This is an optimization exercise on Yosys and OpenROAD, whose aim is a short achievable clock period and few clock cycles per item, not a production implementation.
In this exercise RTL edits were held to simulation tests only and were not proved equivalent to the original.
No activity file was given, so power comes from the tool's default toggle rates.

## config.mk

```make
export PLATFORM = sky130hd
export DESIGN_NAME = fps_top
export DESIGN_NICKNAME = fps_top
export VERILOG_FILES = /design/flow/design.v
export SDC_FILE = /design/flow/constraint.sdc
export NUM_CORES = 4
export LEC_CHECK = 0
export ABC_CLOCK_PERIOD_IN_PS = 4000
export CAP_MARGIN = 20
export CORE_MARGIN = 2
export CORE_UTILIZATION = 40
export PLACE_DENSITY = 0.6
export SETUP_SLACK_MARGIN = 4.0
export SLEW_MARGIN = 20
export TNS_END_PERCENT = 100
export DONT_USE_CELLS += sky130_fd_sc_hd__mux4_1 sky130_fd_sc_hd__mux4_2 sky130_fd_sc_hd__mux4_4
```

## constraint.sdc

```tcl
create_clock -name core_clock -period 8.0 [get_ports {clk}]
set_input_delay 1.6000 -clock core_clock [delete_from_list [all_inputs] [get_ports {clk}]]
set_output_delay 1.6000 -clock core_clock [all_outputs]
set_load 0.01 [all_outputs]
```

## design.v

```verilog
module fps_top (
    input             clk,
    input             rst,           
    input             reg_we,
    input      [4:0]  reg_addr,
    input      [31:0] reg_wdata,
    output     [31:0] reg_rdata,
    output     [8:0]  ibuf_addr,
    input      [7:0]  ibuf_rdata,
    output reg        obuf_we,
    output reg [8:0]  obuf_addr,
    output reg [7:0]  obuf_wdata,
    output reg        fdesc_we,
    output reg [7:0]  fdesc_addr,
    output reg [31:0] fdesc_wdata,
    output            irq
);
    localparam [3:0] R_OK = 4'd1, R_NOT_FOUND = 4'd2, R_INCOMPLETE = 4'd3,
                     R_ENC_ERR = 4'd4, R_MALFORMED = 4'd5, R_BAD_OP = 4'd6,
                     R_BAD_RANGE = 4'd7;
    reg        irq_en;
    reg [3:0]  op;
    reg [15:0] in_off, in_len;
    reg [7:0]  arg;
    reg        busy, done, chk_ok;
    reg [3:0]  result;
    reg [15:0] slot [0:7];     
    reg [7:0]  hdr_len;        
    reg [7:0]  telem;
    reg        df;             
    reg        first;          
    reg        early;          
    reg [3:0]  early_code;
    reg        m_chk, m_enc, m_rsp, m_ext, m_df;    
    reg [8:0]  ra;             
    reg [9:0]  pidx;           
    reg [9:0]  cand;           
    reg [9:0]  rem;            
    reg [7:0]  acc;            
    reg [7:0]  arg_l, len8;
    reg [8:0]  len4;           
    reg        epay, ehdr;
    reg [1:0]  hcnt;
    reg        rs, rh1, rh2, rh3, rpay, rchk;
    reg        prev;           
    reg [7:0]  h_status, h_cmd, h_len, pc;
    reg [9:0]  thr;            
    reg        thr_neg;
    reg [8:0]  oidx;           
    reg        eph;            
    reg        etail;          
    reg [9:0]  mark;
    reg        dbad;
    wire [7:0] b    = ibuf_rdata;
    wire       last = (rem == 10'd1);
    wire       start_wr = reg_we && reg_addr == 5'd0 && reg_wdata[0] && !busy;
    assign ibuf_addr = busy ? ra : in_off[8:0];    
    assign irq = done & irq_en;
    wire [15:0] host [0:4];
    assign host[0] = {8'd0, op, 2'b00, irq_en, 1'b0};
    assign host[1] = {7'd0, chk_ok, result, 2'b00, done, busy};
    assign host[2] = in_off;
    assign host[3] = in_len;
    assign host[4] = {8'd0, arg};
    wire r0 = !reg_addr[4] && !reg_addr[3];         
    wire r1 = !reg_addr[4] &&  reg_addr[3];         
    wire r2 =  reg_addr[4] && !reg_addr[3];         
    wire [15:0] lane [0:7];
    genvar g;
    generate
        for (g = 0; g < 8; g = g + 1) begin : g_lane
            if (g < 4)
                assign lane[g] = ({16{r0}} & host[g]) | ({16{(r1 && !df) || (r2 && df)}} & slot[g]);
            else if (g == 4)
                assign lane[g] = ({16{r0}} & host[g]) | ({16{r1}} & {8'd0, telem}) | ({16{r2 && df}} & slot[g]);
            else
                assign lane[g] = {16{(r0 && !df) || (r2 && df)}} & slot[g];
        end
    endgenerate
    wire [15:0] l0 = reg_addr[0] ? lane[1] : lane[0];
    wire [15:0] l1 = reg_addr[0] ? lane[3] : lane[2];
    wire [15:0] l2 = reg_addr[0] ? lane[5] : lane[4];
    wire [15:0] l3 = reg_addr[0] ? lane[7] : lane[6];
    wire [15:0] m0 = reg_addr[1] ? l1 : l0;
    wire [15:0] m1 = reg_addr[1] ? l3 : l2;
    assign reg_rdata = {8'd0, (reg_addr == 5'd7) ? hdr_len : 8'd0, reg_addr[2] ? m1 : m0};
    wire [3:0]  wop = reg_wdata[7:4];
    wire [16:0] endp = {1'b0, in_off} + {1'b0, in_len};
    wire        bad_range = endp > 17'd512;
    wire        len_zero = in_len == 16'd0;
    reg  [3:0]  code0;
    always @(*) begin
        if (wop > 4'd4)                          code0 = R_BAD_OP;
        else if (bad_range)                      code0 = R_BAD_RANGE;
        else if (wop == 4'd0 && len_zero)        code0 = R_OK;
        else if (wop == 4'd1 && in_len > 16'd255) code0 = R_ENC_ERR;
        else if (wop == 4'd2 && len_zero)        code0 = R_NOT_FOUND;
        else if (wop == 4'd3 && len_zero)        code0 = R_OK;
        else if (wop == 4'd4 && in_len != 16'd20) code0 = R_MALFORMED;
        else                                     code0 = 4'd0;
    end
    wire go = (code0 == 4'd0);
    task finish(input [3:0] code);
        begin
            busy   <= 1'b0;
            done   <= 1'b1;
            result <= code;
            m_chk <= 1'b0; m_enc <= 1'b0; m_rsp <= 1'b0; m_ext <= 1'b0; m_df <= 1'b0;
            epay <= 1'b0; ehdr <= 1'b0; etail <= 1'b0;
            rs <= 1'b0; rh1 <= 1'b0; rh2 <= 1'b0; rh3 <= 1'b0; rpay <= 1'b0; rchk <= 1'b0;
        end
    endtask
    integer i;
    always @(posedge clk) begin
        if (rst) begin
            irq_en <= 1'b0; op <= 4'd0; in_off <= 16'd0; in_len <= 16'd0; arg <= 8'd0;
            busy <= 1'b0; done <= 1'b0; chk_ok <= 1'b0; result <= 4'd0;
            for (i = 0; i < 8; i = i + 1) slot[i] <= 16'd0;
            hdr_len <= 8'd0; telem <= 8'd0; df <= 1'b0;
            first <= 1'b0; early <= 1'b0;
            m_chk <= 1'b0; m_enc <= 1'b0; m_rsp <= 1'b0; m_ext <= 1'b0; m_df <= 1'b0;
            epay <= 1'b0; ehdr <= 1'b0; etail <= 1'b0;
            rs <= 1'b0; rh1 <= 1'b0; rh2 <= 1'b0; rh3 <= 1'b0; rpay <= 1'b0; rchk <= 1'b0;
            obuf_we <= 1'b0; fdesc_we <= 1'b0;
            ra <= 9'd0;
        end else begin
            if (reg_we) begin
                case (reg_addr)
                    5'd0: begin irq_en <= reg_wdata[1]; op <= reg_wdata[7:4]; end
                    5'd1: if (reg_wdata[1]) done <= 1'b0;
                    5'd2: in_off <= reg_wdata[15:0];
                    5'd3: in_len <= reg_wdata[15:0];
                    5'd4: arg <= reg_wdata[7:0];
                    default: ;
                endcase
            end
            first    <= 1'b0;
            cand     <= pidx;
            obuf_we  <= 1'b0;
            fdesc_we <= 1'b0;
            if (!busy) begin
                if (start_wr) begin
                    busy  <= 1'b1;
                    done  <= 1'b0;
                    first <= 1'b1;
                    df    <= wop == 4'd4;
                    early <= !go;
                    early_code <= code0;
                    m_chk <= go && wop == 4'd0;
                    m_enc <= go && wop == 4'd1;
                    m_rsp <= go && wop == 4'd2;
                    m_ext <= go && wop == 4'd3;
                    m_df  <= go && wop == 4'd4;
                    epay  <= go && wop == 4'd1 && !len_zero;
                    ehdr  <= go && wop == 4'd1 && len_zero;
                    rs    <= go && wop == 4'd2;
                    obuf_we    <= go && wop == 4'd1;
                    obuf_addr  <= 9'd0;
                    obuf_wdata <= 8'h55;
                    oidx  <= 9'd4;
                    hcnt  <= 2'd1;
                    ra    <= in_off[8:0] + 9'd1;
                    pidx  <= 10'd0;
                    rem   <= in_len[9:0];
                    acc   <= (wop == 4'd1) ? (arg ^ in_len[7:0]) : 8'd0;
                    arg_l <= arg;
                    len8  <= in_len[7:0];
                    len4  <= in_len[8:0] + 9'd4;
                    prev  <= 1'b0;
                    eph   <= 1'b0;
                    dbad  <= 1'b0;
                end
            end else begin
                ra   <= ra + 9'd1;
                pidx <= pidx + 10'd1;
                rem  <= rem - 10'd1;
                if (first) begin
                    chk_ok <= 1'b0; hdr_len <= 8'd0; telem <= 8'd0;
                    for (i = 0; i < 8; i = i + 1) slot[i] <= 16'd0;
                end
                if (early)
                    finish(early_code);
                if (m_chk) begin
                    acc <= acc ^ b;
                    if (last) begin
                        slot[6] <= {8'd0, acc ^ b};           
                        finish(R_OK);
                    end
                end
                if (epay) begin
                    acc        <= acc ^ b;
                    obuf_we    <= 1'b1;
                    obuf_addr  <= oidx;
                    obuf_wdata <= b;
                    oidx       <= oidx + 9'd1;
                    if (last) begin
                        epay <= 1'b0;
                        ehdr <= 1'b1;
                    end
                end
                if (ehdr) begin
                    hcnt    <= hcnt + 2'd1;
                    obuf_we <= 1'b1;
                    case (hcnt)
                        2'd1: begin obuf_addr <= 9'd1; obuf_wdata <= 8'hAA; end
                        2'd2: begin obuf_addr <= 9'd2; obuf_wdata <= arg_l; end
                        2'd3: begin obuf_addr <= 9'd3; obuf_wdata <= len8; end
                        default: begin obuf_addr <= len4; obuf_wdata <= acc; end
                    endcase
                    if (hcnt == 2'd0)
                        ehdr <= 1'b0;
                end
                if (m_enc && !epay && !ehdr) begin
                    slot[5] <= {7'd0, len4 + 9'd1};           
                    slot[6] <= {8'd0, acc};                   
                    finish(R_OK);
                end
                if (rs) begin
                    prev <= (b == 8'h55);
                    if (prev && b == 8'hAB) begin
                        slot[1] <= {6'd0, cand};              
                        if (rem < 10'd4)
                            finish(R_INCOMPLETE);
                        else begin
                            rs  <= 1'b0;
                            rh1 <= 1'b1;
                        end
                    end else if (last)
                        finish(R_NOT_FOUND);
                end
                if (rh1) begin
                    h_status <= b;
                    rh1 <= 1'b0; rh2 <= 1'b1;
                end
                if (rh2) begin
                    h_cmd   <= b;
                    thr     <= rem - 10'd3;
                    thr_neg <= rem < 10'd3;
                    rh2 <= 1'b0; rh3 <= 1'b1;
                end
                if (rh3) begin
                    h_len <= b;
                    pc    <= b;
                    acc   <= h_status ^ h_cmd ^ b;
                    oidx  <= 9'd0;
                    rh3   <= 1'b0;
                    if (thr_neg || {2'b00, b} > thr)
                        finish(R_INCOMPLETE);
                    else if (b == 8'd0)
                        rchk <= 1'b1;
                    else
                        rpay <= 1'b1;
                end
                if (rpay) begin
                    acc        <= acc ^ b;
                    obuf_we    <= 1'b1;
                    obuf_addr  <= oidx;
                    obuf_wdata <= b;
                    oidx       <= oidx + 9'd1;
                    pc         <= pc - 8'd1;
                    if (pc == 8'd1) begin
                        rpay <= 1'b0;
                        rchk <= 1'b1;
                    end
                end
                if (rchk) begin
                    hdr_len <= h_len;                         
                    slot[7] <= {h_cmd, h_status};
                    slot[0] <= {acc, b};                      
                    slot[5] <= {8'd0, h_len};                 
                    chk_ok  <= (acc == b);
                    finish(R_OK);
                end
                if (etail)
                    finish(R_OK);
                else if (m_ext) begin
                    if (!eph) begin
                        if (prev && b == 8'h7B) begin
                            mark <= cand;
                            eph  <= 1'b1;
                            prev <= 1'b0;
                        end else
                            prev <= (b == 8'h7A);
                        if (last) finish(R_OK);
                    end else if (b == 8'h7C) begin
                        fdesc_we    <= 1'b1;
                        fdesc_addr  <= slot[2][7:0];
                        fdesc_wdata <= {6'd0, pidx, 6'd0, mark};
                        slot[2]     <= {8'd0, slot[2][7:0] + 8'd1};    
                        slot[3]     <= {6'd0, pidx + 10'd1};           
                        eph         <= 1'b0;
                        if (last) etail <= 1'b1;
                    end else if (last)
                        finish(R_OK);
                end
                if (m_df) begin
                    if (dbad) begin
                        telem <= 8'd0;
                        for (i = 0; i < 8; i = i + 1) slot[i] <= 16'd0;
                        finish(R_MALFORMED);
                    end else if ((pidx == 10'd0 && b != 8'h7A) || (pidx == 10'd1 && b != 8'h7B))
                        finish(R_MALFORMED);
                    else if (pidx == 10'd19) begin
                        if (b == 8'h7C) finish(R_OK);
                        else dbad <= 1'b1;
                    end else if (pidx >= 10'd2) begin
                        telem <= slot[0][7:0];
                        for (i = 0; i < 8; i = i + 1) begin   
                            slot[i][7:0]  <= slot[i][15:8];
                            slot[i][15:8] <= (i == 7) ? b : slot[i + 1][7:0];
                        end
                    end
                end
            end
        end
    end
endmodule
```

## flow/run.sh

```bash
#!/bin/bash
# Standard layout, with the 4:1 mux cells kept out of synthesis and layout:
# on the register-read path from reg_addr to reg_rdata their select-to-output
# delay is slower than the gates the mapper uses instead. Everything else,
# including the synthesis script and its registers, is the standard flow.
set -o pipefail
cat >> config.mk <<'EOC'
export DONT_USE_CELLS += sky130_fd_sc_hd__mux4_1 sky130_fd_sc_hd__mux4_2 sky130_fd_sc_hd__mux4_4
EOC
bash standard.sh > standard.log 2>&1
```

## standard.sh

```bash
#!/bin/bash
# synth_recipe.tcl (not shown) runs the flow's synth.tcl, then flattens the netlist and writes it again
# the make line also repeats each setting of config.mk as NAME=value (left out here)
make -C /OpenROAD-flow-scripts/flow DESIGN_CONFIG=/design/flow/config.mk WORK_HOME=/design/flow/orfs CLKGATE_MAP_FILE= SYNTH_SCRIPT=/design/flow/synth_recipe.tcl "${@:-finish}"
```

==> results.py, run 1 <==
metrics = {
    "run_status": {
        "status": "finished clean",
    },
    "detailed_routing": {
        "ant_nets": 0,
        "drt_iter0_markers": 2083,
        "route.detailed.drc": 0,
        "vias": 18800,
        "viasPerCell": 6.07,
        "post_drt_wl_per_cell_um": 24.1,
        "first_pass_iters": 5,
        "drt_wl_total_mm": 74.6,
    },
    "setup_path": {
        "endpoint": "reg_rdata[4]",
        "cp-end-kind": "primary output",
        "reg2regPathDepth": 9,
        "rr_endpoint": "early_code[1]",
        "worst-endpoint-arrival_ps": 2950,
        "worstPathRequired_ps": 6400,
        "timing.rr.start": "in_len[5]",
        "worst-r2r-setup-slack_ps": 4240,
        "worstSetupPathType": "input pin to primary output",
        "start_kind": "input pin",
        "crit_fanout": 8,
        "setup.worst_path.start": "reg_addr[0]",
    },
    "logic_synthesis": {
        "synth-seq-cells": 399,
        "synth_commonest_cells": "a21oi_1 (245), nand2_1 (230), dfxtp_1 (223)",
        "synthTopCellsByArea": "edfxtp_1 (25%), dfxtp_1 (21%), a21oi_1 (5.8%)",
        "synth_top_area_share_pct": 25.1,
        "synth.most_common_cell": "a21oi_1",
        "async_reset_ff_share_pct": 0,
        "synth-edff-count": 176,
        "yosys.area.top_type": "edfxtp_1",
        "avgSynthCellArea_um2": 9.23,
        "synthFlopType": "dfxtp_1",
        "yosys_warnings": 2,
        "ys_seq_area_share_pct": 46.3,
        "synth.cell_area_um2": 21000,
        "synthCells": 2280,
        "ys_types": 80,
    },
    "pwr": {
        "switching_share_pct": 23.1,
        "power_leakage_nw": 9.23,
        "vdd_drop_max_uv": 190,
        "power.density_nw_per_um2": 175,
        "p_comb_share_pct": 5.7,
        "finalPower_mw": 4.48,
        "pwr-share-clk_pct": 46.8,
        "switching_power_mw": 1.04,
        "seqPwrFrac_pct": 47.5,
        "internal-power_mw": 3.44,
    },
    "final_layout": {
        "multi_input_area_um2": 11000,
        "antenna_cells": 0,
        "fin_nets": 2466,
        "final_area_um2": 25600,
        "final_cells": 3096,
        "fin_util_pct": 48.9,
        "drive_above_1_share_pct": 15.5,
        "regArea_um2": 9750,
        "flow.area_growth_from_synthesis_pct": 21.6,
        "nFillCells": 4827,
    },
    "global_route": {
        "track_usage_pct": 26.7,
        "grt_pass1_wl_mm": 110,
        "antenna_found_initial": 0,
        "grt_pass1_vias": 17400,
        "globalRouteOverflowTotal": 0,
        "grt_start_max_net_pins": 64,
    },
    "clock_network": {
        "cts.sinks": 399,
        "clk_pin_slew_ps": 60,
        "clk_latency_ps": 600,
        "clockBufferDepth": 3,
        "htree_levels": 2,
        "cts_tree": "built",
        "numCtsBuffers": 45,
        "clock-root-buffer": "clkbuf_16",
    },
    "timing": {
        "setup_ws_ps": 3450,
        "hold_viol": 0,
        "setup_viol": 0,
        "slew_viol_final": 0,
        "relSlewSlack_pct": 29.1,
        "max_slew.worst_pin.slew_ps": 1060,
        "fmax_mhz": 220,
        "fin_tns_setup_ps": 0,
        "hold_slack_ps": 411,
        "period_minus_slack_ps": 4550,
        "post-route-period-util_pct": 56.9,
        "worst_clock_skew_ps": 20.8,
        "rsz0062_at_grt": "true",
    },
    "floorplan": {
        "start_util_pct": 40.2,
        "die_x_um": 233,
        "core_um2": 52300,
        "die_height_um": 233,
        "dieArea_um2": 54500,
        "pin_count": 149,
        "num_rows": 84,
    },
    "placement": {
        "dp.cells": 2938,
        "port_buffers": 112,
        "place.gp.congestion": 0.939,
        "placed_cell_area_um2": 22600,
        "dp_hpwl_mm": 48.7,
        "pre_cts_slack_ps": 1680,
    },
    "flow_run": {
        "cap_violations": 0,
    },
    "min_path": {
        "hold_path.class": "flop to flop",
    },
}
[worst min-delay path by stage]
| stage | endpoint | slack (ps) | depth (start not counted) | startpoint |
|---|---|---|---|---|
| final | fdesc_wdata[6] | 410 | 0 | mark[6] |
| after global routing | fdesc_wdata[7] | 420 | 0 | mark[7] |
| after CTS | fdesc_wdata[6] | 420 | 0 | mark[6] |
| after detailed placement | fdesc_wdata[1] | 400 | 0 | mark[1] |
| after global placement | fdesc_wdata[5] | 400 | 0 | mark[5] |
| after floorplan | fdesc_wdata[0] | 400 | 0 | mark[0] |
[sequential cells by signal (all words and copies together), names as in the netlist, 9 cells and up]
signal and flops:
cand 10, fdesc_wdata 20, in_len 16, in_off 16, len4 9, mark 10, obuf_addr 9, oidx 9
pidx 10, ra 9, rem 10, slot 128, thr 10
[cell families (layout without fill, tap and decap cells)]
group | after synthesis | after routing | share of synthesized area (%)
other cells | 1 | 20 | 0.0178
xor+xnor | 93 | 93 | 3.87
buf+inv | 239 | 342 | 4.88
fa+ha+maj | 45 | 45 | 2.71
mux | 77 | 77 | 3.88
flops | 399 | 399 | 46.3
compound gates | 698 | 698 | 21.7
simple gates | 728 | 734 | 16.7
[metal layers]
layer / wire length [um] / up-vias / global-route usage, % / part of all wire [%]
met5: 0 / - / 0 / 0
met2: 34000 / 960 / 42.4 / 46
li1: - / 8514 / - / -
met3: 6490 / 206 / 4.91 / 8.7
met1: 29900 / 9105 / 34.9 / 40
met4: 4140 / 0 / 13.5 / 5.6
[placed cells by master (no fill, tap or decap), types with 59 or more instances in the layout]
master           synthesis  routed
nand2_1                230     227
edfxtp_1               176     176
dfxtp_1                223     221
buf_4                   21      59
a22o_1                  88      87
a21oi_1                245     228
nand3_1                 69      69
clkdlybuf4s50_1          0      80
nor2_1                 201     191
o21ai_0                128     119
[area by class of cell]
type,count,area share [%]
Multi-Input combinational cell,1667,43.1
Sequential cell,399,38.1
Tap cell,688,3.36
Inverter,46,0.704
Clock buffer,58,4.71
Clock inverter,24,0.929
Timing Repair Buffer,214,9.09
[timing repair]
action                     CTS  global route
hold buffers                 0             0
setup endpoints to repair  292           187
pin swaps                   53            37
setup buffers               31            27
cloned                      17             1
gates resized for setup    232            67
[power by group through the flow]
stage	sequential [mW]	combinational (mW)	clock (mW)
after floorplan	2.17	0.123	0
after global placement	2.17	0.185	0
after detailed placement	2.17	0.187	0
after CTS	2.13	0.230	2.11
after global routing	2.13	0.267	2.19
final	2.13	0.256	2.10
[worst max-delay path, stage by stage]
cell and delay [ps]:
buf_16 140, buf_16 150, or3_4 440, o21ai_1 190, a221oi_2 50, nor2_2 180, buf_2 170
Testbench counts, summed over its fixed seeds: cycles 34,775, ops 423.
==> run 2: changes to the inputs <==
==> run.sh (new file) <==
#!/bin/bash
# synth_recipe.tcl (not shown) runs the flow's synth.tcl, then flattens the netlist and writes it again
# the make line also repeats each setting of config.mk as NAME=value (left out here)
make -C /OpenROAD-flow-scripts/flow DESIGN_CONFIG=/design/flow/config.mk WORK_HOME=/design/flow/orfs CLKGATE_MAP_FILE= SYNTH_SCRIPT=/design/flow/synth_recipe.tcl finish
--- a/config.mk
+++ b/config.mk
@@ -15,2 +15 @@
 export TNS_END_PERCENT = 100
-export DONT_USE_CELLS += sky130_fd_sc_hd__mux4_1 sky130_fd_sc_hd__mux4_2 sky130_fd_sc_hd__mux4_4
removed: flow/run.sh
removed: standard.sh
==> run 2 against run 1 <==
Critical endpoint is now reg_rdata[1]. Final cell count down 3.1%. Global-route usage up 0.17 points. Highest routed layer unchanged. Sequential share of layout area up 0.79 points.
==> results.py, run 2 <==
metrics = {
    "global_route": {
        "globalRouteOverflowTotal": 0,
        "antenna_found_initial": 1,
        "grt_start_max_net_pins": 81,
        "track_usage_pct": 26.9,
        "grt_pass1_vias": 16900,
        "grt_pass1_wl_mm": 110,
    },
    "floorplan": {
        "die_height_um": 233,
        "num_rows": 83,
        "core_um2": 51500,
        "dieArea_um2": 54100,
        "start_util_pct": 40.6,
        "die_x_um": 233,
        "pin_count": 149,
    },
    "timing": {
        "relSlewSlack_pct": 30.3,
        "worst_clock_skew_ps": 29.3,
        "fin_tns_setup_ps": 0,
        "setup_ws_ps": 3260,
        "rsz0062_at_grt": "true",
        "max_slew.worst_pin.slew_ps": 1040,
        "fmax_mhz": 211,
        "hold_viol": 0,
        "period_minus_slack_ps": 4740,
        "post-route-period-util_pct": 59.2,
        "setup_viol": 0,
        "slew_viol_final": 0,
    },
    "detailed_routing": {
        "vias": 18400,
        "wl_met1_mm": 30.6,
        "route.detailed.drc": 0,
        "drt_wl_total_mm": 74.0,
        "viasPerCell": 6.11,
        "wl_met2_mm": 32.3,
        "drt_iter0_markers": 2148,
        "top_layer": "met4",
        "routed-wl-met3_mm": 7.88,
        "first_pass_iters": 8,
        "ant_nets": 0,
        "post_drt_wl_per_cell_um": 24.7,
    },
    "final_layout": {
        "largest_reg_flops": 128,
        "antenna_cells": 0,
        "reg_top3": "slot x128, fdesc_wdata x20",
        "final_common_cell": "dfxtp_1",
        "final_cells": 3001,
        "flow.area_growth_from_synthesis_pct": 20.1,
        "drive_above_1_share_pct": 15.1,
        "nFillCells": 4762,
        "top_register": "slot",
        "layout_common_cells": "dfxtp_1 (221), nand2_1 (215), a21oi_1 (211)",
        "fin_nets": 2377,
        "final_area_um2": 25100,
    },
    "pwr": {
        "p_comb_share_pct": 4.7,
        "power.density_nw_per_um2": 181,
        "pwr-share-clk_pct": 48.5,
        "internal-power_mw": 3.50,
        "seqPwrFrac_pct": 46.8,
        "power_leakage_nw": 9.05,
        "vdd_drop_max_uv": 127,
        "switching_power_mw": 1.05,
        "switching_share_pct": 23.0,
    },
    "placement": {
        "dp_hpwl_mm": 48.7,
        "pre_cts_slack_ps": 1740,
        "dp.cells": 2858,
        "placed_cell_area_um2": 22400,
        "place.gp.congestion": 0.941,
        "port_buffers": 112,
    },
    "logic_synthesis": {
        "yosys.area.top_type": "edfxtp_1",
        "ys_seq_area_share_pct": 46.7,
        "synthFlopType": "dfxtp_1",
        "ys_types": 80,
        "synth_top_area_share_pct": 25.3,
        "synth-seq-cells": 399,
        "async_reset_ff_share_pct": 0,
        "synthCells": 2211,
        "synth.cell_area_um2": 20900,
        "synthTopCellsByArea": "edfxtp_1 (25%), dfxtp_1 (21%), a21oi_1 (5.3%)",
        "synth.most_common_cell": "dfxtp_1",
        "synth-edff-count": 176,
        "avgSynthCellArea_um2": 9.45,
        "yosys_warnings": 2,
        "synth_commonest_cells": "dfxtp_1 (223), a21oi_1 (220), nand2_1 (218)",
    },
    "clock_network": {
        "numCtsBuffers": 45,
        "cts_tree": "built",
        "clk_pin_slew_ps": 60,
        "clockBufferDepth": 3,
        "clk_latency_ps": 610,
        "clock-root-buffer": "clkbuf_16",
        "htree_levels": 2,
        "holdBufCountCts": 0,
        "cts.sinks": 399,
    },
    "setup_path": {
        "crit_fanout": 6,
        "critPathMaxStageDelay_ps": 580,
        "path_cells": "buf_16, buf_16, buf_4, mux4_2, a221oi_2, nor2_2, buf_2",
        "worstSetupPathType": "input pin to primary output",
        "slowest_stage": "mux4_2",
        "cp-end-kind": "primary output",
        "worstPathRequired_ps": 6400,
        "start_kind": "input pin",
        "worst-endpoint-arrival_ps": 3140,
        "cp_common_cell": "buf_16",
    },
    "flow_run": {
        "cap_violations": 0,
    },
    "run_status": {
        "status": "finished clean",
    },
    "min_path": {
        "hold_path.class": "flop to flop",
    },
}
==> run 2: critical path, delay by kind of cell <==
family,cells,cell delay (ps)
muxes,1,580
buffers and inverters,4,550
AOI/OAI and AO/OA,1,310
and+or+nand+nor,1,90
==> run 2: cell families (layout without fill, tap and decap cells) <==
group                      count (synthesis)  in the layout  synth area share (%)
other                                      1             20                0.0180
buffers and inverters                    235            320                  4.83
xor gates and xnor gates                  93             93                  3.90
adders and majority gates                 45             45                  2.73
and+or+nand+nor                          702            708                  16.0
muxes                                     82             82                  5.28
DFF                                      399            399                  46.7
AOI/OAI and AO/OA                        654            654                  20.5
==> run 2: layout make-up <==
class | instances | area, um^2 | share of cell area (%)
Multi-Input combinational cell | 1602 | 10700 | 42.8
Sequential cell | 399 | 9750 | 38.9
Timing Repair Buffer | 189 | 1970 | 7.86
Clock buffer | 58 | 1230 | 4.92
Tap cell | 680 | 851 | 3.39
Clock inverter | 26 | 348 | 1.39
Inverter | 46 | 176 | 0.703
Timing Repair inverter | 1 | 5.00 | 0.0200
==> run 2: repair_timing <==
action / 4_1_cts / 5_1_grt
pin swaps: 46 / 12
gates resized for setup: 233 / 36
cloned: 13 / 1
buffers inserted: 33 / 12
setup endpoints to repair: 261 / 213
==> run 2: final timing paths <==
| path | from | to | slack [ps] | depth (start not counted) |
|---|---|---|---|---|
| setup / recovery | reg_addr[0] | reg_rdata[1] | 3260 | 7 |
| hold / removal | mark[2] | fdesc_wdata[2] | 420 | 0 |
| setup reg to reg | in_len[4] | early_code[1] | 4240 | 9 |
| hold reg to reg | mark[2] | fdesc_wdata[2] | 420 | 0 |
==> run 2: power by group through the flow <==
stage | registers (mW) | logic (mW) | clock network [mW]
after CTS | 2.13 | 0.208 | 2.23
after detailed placement | 2.17 | 0.173 | 0
after global routing | 2.13 | 0.227 | 2.31
final | 2.13 | 0.216 | 2.21
after floorplan | 2.17 | 0.113 | 0
after global placement | 2.17 | 0.172 | 0
==> run 2: routing by layer <==
metal  up-vias  GRT usage [%]
met1      8910           37.4
met4         0           11.1
met2      1055           40.8
li1       8225              -
met3       161           5.37
met5         -              0
==> run 2: metrics by stage <==
| step | hold slack, ps | total power [mW] | utilization, % |
|---|---|---|---|
| finish | 419 | 4.55 | 48.7 |
| global route | 425 | 4.67 | 48.7 |
| CTS | 420 | 4.57 | 48.3 |
| detailed placement | 405 | 2.35 | 43.4 |
| global placement | 405 | 2.34 | 43.4 |
| floorplan | 400 | 2.28 | - |

port drivers added, routing unchanged:
Ports are ideal in the flow. The routed layouts listed here were re-timed in OpenROAD. Step 1 (the two cells are an assumption about what drives the block):
set clk [get_ports {clk}]
set_driving_cell -lib_cell sky130_fd_sc_hd__clkbuf_16 $clk
set_driving_cell -lib_cell sky130_fd_sc_hd__buf_2 [delete_from_list [all_inputs] $clk]
Step 2, shift: input delay + t, output delay - t, t = (earliest + latest rising clock arrival at the registers) / 2. This alone moves slack from input paths to output paths. Slacks: ideal / step 1 / step 2; pairs: ideal / step 1.
| run | t, ns | setup slack, ns | hold slack, ns | clock arrival spread, ns | worst slew at a driven data input, ns |
|---|---|---|---|---|---|
| run 1 | 0.647 | 3.447 / 3.193 / 3.193 | 0.411 / 0.411 / 0.411 | 0.021 / 0.021 | 0.28 |
| run 2 | 0.649 | 3.262 / 3.176 / 3.176 | 0.419 / 0.419 / 0.419 | 0.030 / 0.029 | 0.16 |
After both steps setup and hold are still met in every run listed. The setup slack of run 1, which loses most, moves by -0.254 ns with the drivers and by -0.254 ns with both steps.
